This is an optimization exercise on Yosys and OpenROAD, whose aim is small area, a short achievable clock period and few clock cycles per item, not a production implementation.
The RTL was checked by simulation tests, not by an equivalence proof against the original design.
No activity file was given, so power comes from the tool's default toggle rates.

## north
==> flow/design.v (excerpt) <==
module tcs_rctc (
    input  wire        clk,
    input  wire        rst,
    input  wire        in_valid,
    output wire        in_ready,
    input  wire [4:0]  op,
    input  wire [63:0] a,
    input  wire [3:0]  len,
    output reg         out_valid,
    input  wire        out_ready,
    output wire [79:0] res,
    output reg         err,
    output reg  [2:0]  err_code
);
Size in the first run: about 3,700 cells after synthesis, about 230 flip-flops, about 160 I/O pins, ~30,000 um^2 of cells after synthesis.
Settings: LEC_CHECK=0, CAP_MARGIN=20, CORE_MARGIN=2, CORE_UTILIZATION=55, PLACE_DENSITY=0.7, SLEW_MARGIN=20; clock period 90.0 ns.
standard.sh (not shown) runs the stock make flow with config.mk's settings and CLKGATE_MAP_FILE= SYNTH_SCRIPT=/design/flow/synth_recipe.tcl, a recipe that flattens the netlist after the stock synthesis.
==> flow/flow/run.sh <==
#!/bin/bash
# The standard layout (the standard.sh, unchanged synthesis); the port buffers that the
# standard flow inserts at global placement use sky130_fd_sc_hd__buf_1, and ORFS's timing
# repair is asked to leave setup slack of at least SETUP_SLACK_MARGIN ns at the design's
# clock period, so that it works on the paths that set the achieved period.
set -e
export BUFFER_PORTS_ARGS="-buffer_cell sky130_fd_sc_hd__buf_1"
export SETUP_SLACK_MARGIN=70.5
bash standard.sh > standard.log 2>&1
north has completed all stages; timing, DRC and antenna checks passed.
Testbench counts of north, summed over its fixed seeds: cycles 32,073, items 24,000.
What south does differently from north at the input level:
==> flow/flow/run.sh <==
#!/bin/bash
# The standard layout (the standard.sh, unchanged synthesis); the port buffers that the
# standard flow inserts at global placement use sky130_fd_sc_hd__buf_1.
set -e
export BUFFER_PORTS_ARGS="-buffer_cell sky130_fd_sc_hd__buf_1"
bash standard.sh > standard.log 2>&1
From north to south the numbers moved as follows: maximum clock frequency essentially unchanged, number of inserted filler cells in the final layout grew by 73, total count of hold-check failures in the final report ~0 delta, total clock network power up about 4%, number of iterations in the first detailed-routing pass now sits lower. Top routing layer in use = met4: north; top routing layer in use = met5: south. south reports its launch point of the worst path as r2[1] while north reports r2[22].

* * *

cedar:
tcs_rctc, a different RTL version from the one above (not shown whole).
Size in the first run: ~3,800 cells after synthesis, ~230 flip-flops, roughly 31,000 um^2 of cells after synthesis.
export LEC_CHECK = 0
export CAP_MARGIN = 20
export CORE_MARGIN = 2
export CORE_UTILIZATION = 55
export CTS_BUF_LIST = sky130_fd_sc_hd__clkbuf_4 sky130_fd_sc_hd__clkbuf_8
export CTS_CLUSTER_SIZE = 16
export PLACE_DENSITY = 0.7
export SLEW_MARGIN = 20
create_clock -name core_clock -period 90.0 [get_ports {clk}]
==> flow/flow/run.sh <==
#!/bin/bash
# The standard layout (the standard.sh, unchanged synthesis); the port buffers that the
# standard flow inserts at global placement use sky130_fd_sc_hd__buf_1.
set -e
export BUFFER_PORTS_ARGS="-buffer_cell sky130_fd_sc_hd__buf_1"
bash standard.sh > standard.log 2>&1
cedar: all stages complete, timing, DRC and antenna checks passed
Testbench counts of cedar, summed over its fixed seeds: cycles 30,797, items 24,000.
### cedar -> juniper
- CTS_BUF_LIST: sky130_fd_sc_hd__clkbuf_4 sky130_fd_sc_hd__clkbuf_8 -> unset
- CTS_CLUSTER_SIZE: 16 -> unset
==> flow/flow/run.sh <==
#!/bin/bash
# The standard layout (the standard.sh, unchanged synthesis); the port buffers that the
# standard flow inserts at global placement use sky130_fd_sc_hd__buf_1, and ORFS's timing
# repair is asked to leave setup slack of at least SETUP_SLACK_MARGIN ns at the design's
# clock period, so that it works on the paths that set the achieved period.
set -e
export BUFFER_PORTS_ARGS="-buffer_cell sky130_fd_sc_hd__buf_1"
export SETUP_SLACK_MARGIN=70.8
bash standard.sh > standard.log 2>&1
==> run notes <==
Tap cell instance count came out exactly the same in juniper and cedar. The clock network contribution to total cell area of juniper is lower than that of cedar. Re quantity of I/O buffers inserted on ports: no difference whatsoever between cedar and juniper. Diff cedar -> juniper: power consumed by sequential cells saw little to no change, wire length on met3 saw an increase. Arrival time of the worst setup path, juniper and cedar: lower on juniper. On number of cell instances on the worst register-to-register path: between juniper and cedar, it ends up higher for cedar. Summary of juniper over cedar: ratio of cells with drive above 1 in the final layout went down 0.87 points, final cycle utilization of the critical path -0.77 points, number of non-clock buffers in the layout moved down, worst setup slack rose by 690 ps. out_ready as the beginning of the critical path was reported by cedar, and r2[0]$_DFFE_PN_ by juniper.
The following lists how nickel was set up differently from juniper:
diff --git a/flow/flow/run.sh b/flow/flow/run.sh
--- a/flow/flow/run.sh
+++ b/flow/flow/run.sh
@@ -6,4 +6,4 @@
 set -e
 export BUFFER_PORTS_ARGS="-buffer_cell sky130_fd_sc_hd__buf_1"
-export SETUP_SLACK_MARGIN=70.8
+export SETUP_SLACK_MARGIN=71.0
 bash standard.sh > standard.log 2>&1
[summary]
Wire length per cell after detailed routing delta for nickel relative to juniper: about 0.6% lower
Between juniper and nickel, the final critical-path share of the clock period does not differ in any meaningful way.
Re wire length of the first global-routing pass: juniper and nickel aren't equal, and the higher value belongs to nickel.
Looking only at worst reg2reg path depth, and setting everything else aside, the lower value of juniper and nickel goes to juniper.
Compared with juniper, nickel instantiates a larger number of cells.
Taking juniper as the reference, in nickel routed length on met3 rose 0.45%; via density per instance shrank by about 0.7%; area growth from synthesis to layout picked up an extra 2.2 points.
Setup changes, nickel to amber
- CTS_CLUSTER_DIAMETER now 100, previously not set
- CTS_CLUSTER_SIZE now 20, previously not set
diff --git a/flow/flow/run.sh b/flow/flow/run.sh
--- a/flow/flow/run.sh
+++ b/flow/flow/run.sh
@@ -6,4 +6,4 @@
 set -e
 export BUFFER_PORTS_ARGS="-buffer_cell sky130_fd_sc_hd__buf_1"
-export SETUP_SLACK_MARGIN=71.0
+export SETUP_SLACK_MARGIN=70.8
 bash standard.sh > standard.log 2>&1
==> comparison <==
nickel → amber: effective utilization at floorplan ~0 delta; multi-input logic portion of the cell area grew by 2.1 points.
Going from nickel to amber, clock network latency to the later pin of the worst-skew pair shows a reduction of 30 ps, setup slack on the worst flop-to-flop path decreased 120 ps, final worst setup slack has increased, clock tree buffer count of the final layout -10.
Higher final cell count among amber and nickel: nickel
The sequential share of layout area reported for amber is greater than that of nickel by 0.54 points.
Compared with nickel, amber shows a lower post-route standard cell area excluding fillers.
The lower switching share of total power of amber and nickel is in nickel.

* * *

Starting RTL as in the previous note.
Settings: LEC_CHECK=0, CAP_MARGIN=20, CORE_MARGIN=2, CORE_UTILIZATION=65, PLACE_DENSITY=0.78, SLEW_MARGIN=20; clock period 90.0 ns.
==> flow/flow/run.sh <==
#!/bin/bash
# The standard layout (the standard.sh, unchanged synthesis); the port buffers that the
# standard flow inserts at global placement use sky130_fd_sc_hd__buf_1, and ORFS's timing
# repair is asked to leave setup slack of at least SETUP_SLACK_MARGIN ns at the design's
# clock period, so that it works on the paths that set the achieved period.
set -e
export BUFFER_PORTS_ARGS="-buffer_cell sky130_fd_sc_hd__buf_1"
export SETUP_SLACK_MARGIN=70.8
bash standard.sh > standard.log 2>&1
Testbench counts at the start, summed over its fixed seeds: cycles 30,797, items 24,000.
Then changed:
==> flow/flow/run.sh (replaced) <==
#!/bin/bash
# The standard layout (the standard.sh, unchanged synthesis); the port buffers that the
# standard flow inserts at global placement use sky130_fd_sc_hd__buf_1.
set -e
export BUFFER_PORTS_ARGS="-buffer_cell sky130_fd_sc_hd__buf_1"
bash standard.sh > standard.log 2>&1
- CORE_UTILIZATION: 65 -> 55
- PLACE_DENSITY: 0.78 -> 0.7
Result: The new run finished with timing, DRC and antenna clean. Sequential share of layout area stays flat. Combinational power decreases by about 4%. Global-route usage is lower by 8.3 points. Total power drops by 4.0%. Design area goes up by 0.41%. Synthesized area does not change. Utilization shrinks by 11 points. Cell count went up by 3.1%. Setup slack degrades by 740 ps. Routed wire length went down by 4.6%. Count of clock-buffer cells in the layout drops by 3.

## static timing again, ports no longer ideal
How much do the figures lean on ideal ports? The routed layouts below were timed once more, with nothing changed but the port constraints.
Step 1: set_driving_cell puts a clkbuf_16 on clk and a buf_2 on each other input, an assumption about the parent block.
Step 2 times the ports against the registers' clock, not the clock port: input delays grow and output delays shrink by t, the midpoint of the rising clock arrivals with the driver on.
Three values: ideal ports, drivers, drivers and shift; two values: the first two.
run	t (ns)	setup WS [ns]	slew at the worst register clock pin (ns)	worst slew at a driven data input, ns	cell pins on the clock port's net
north	0.669	70.683 / 70.622 / 70.330	0.07 / 0.07	0.05	1
south	0.642	70.674 / 70.613 / 70.204	0.07 / 0.07	0.05	1
cedar	0.718	70.042 / 70.085 / 69.367	0.08 / 0.08	0.06	1
juniper	0.638	70.733 / 70.670 / 70.389	0.08 / 0.08	0.05	1
nickel	0.638	70.741 / 70.677 / 70.507	0.08 / 0.08	0.05	1
amber	0.611	70.780 / 70.716 / 70.391	0.09 / 0.09	0.05	1
the first run of note 3	0.671	70.725 / 70.662 / 70.498	0.08 / 0.08	0.08	1
the second run of note 3	0.657	69.982 / 70.023 / 69.367	0.07 / 0.07	0.06	1
After both steps setup and hold are still met in every run listed. The setup slack of cedar, which loses most, moves by +0.043 ns with the drivers and by -0.675 ns with both steps.
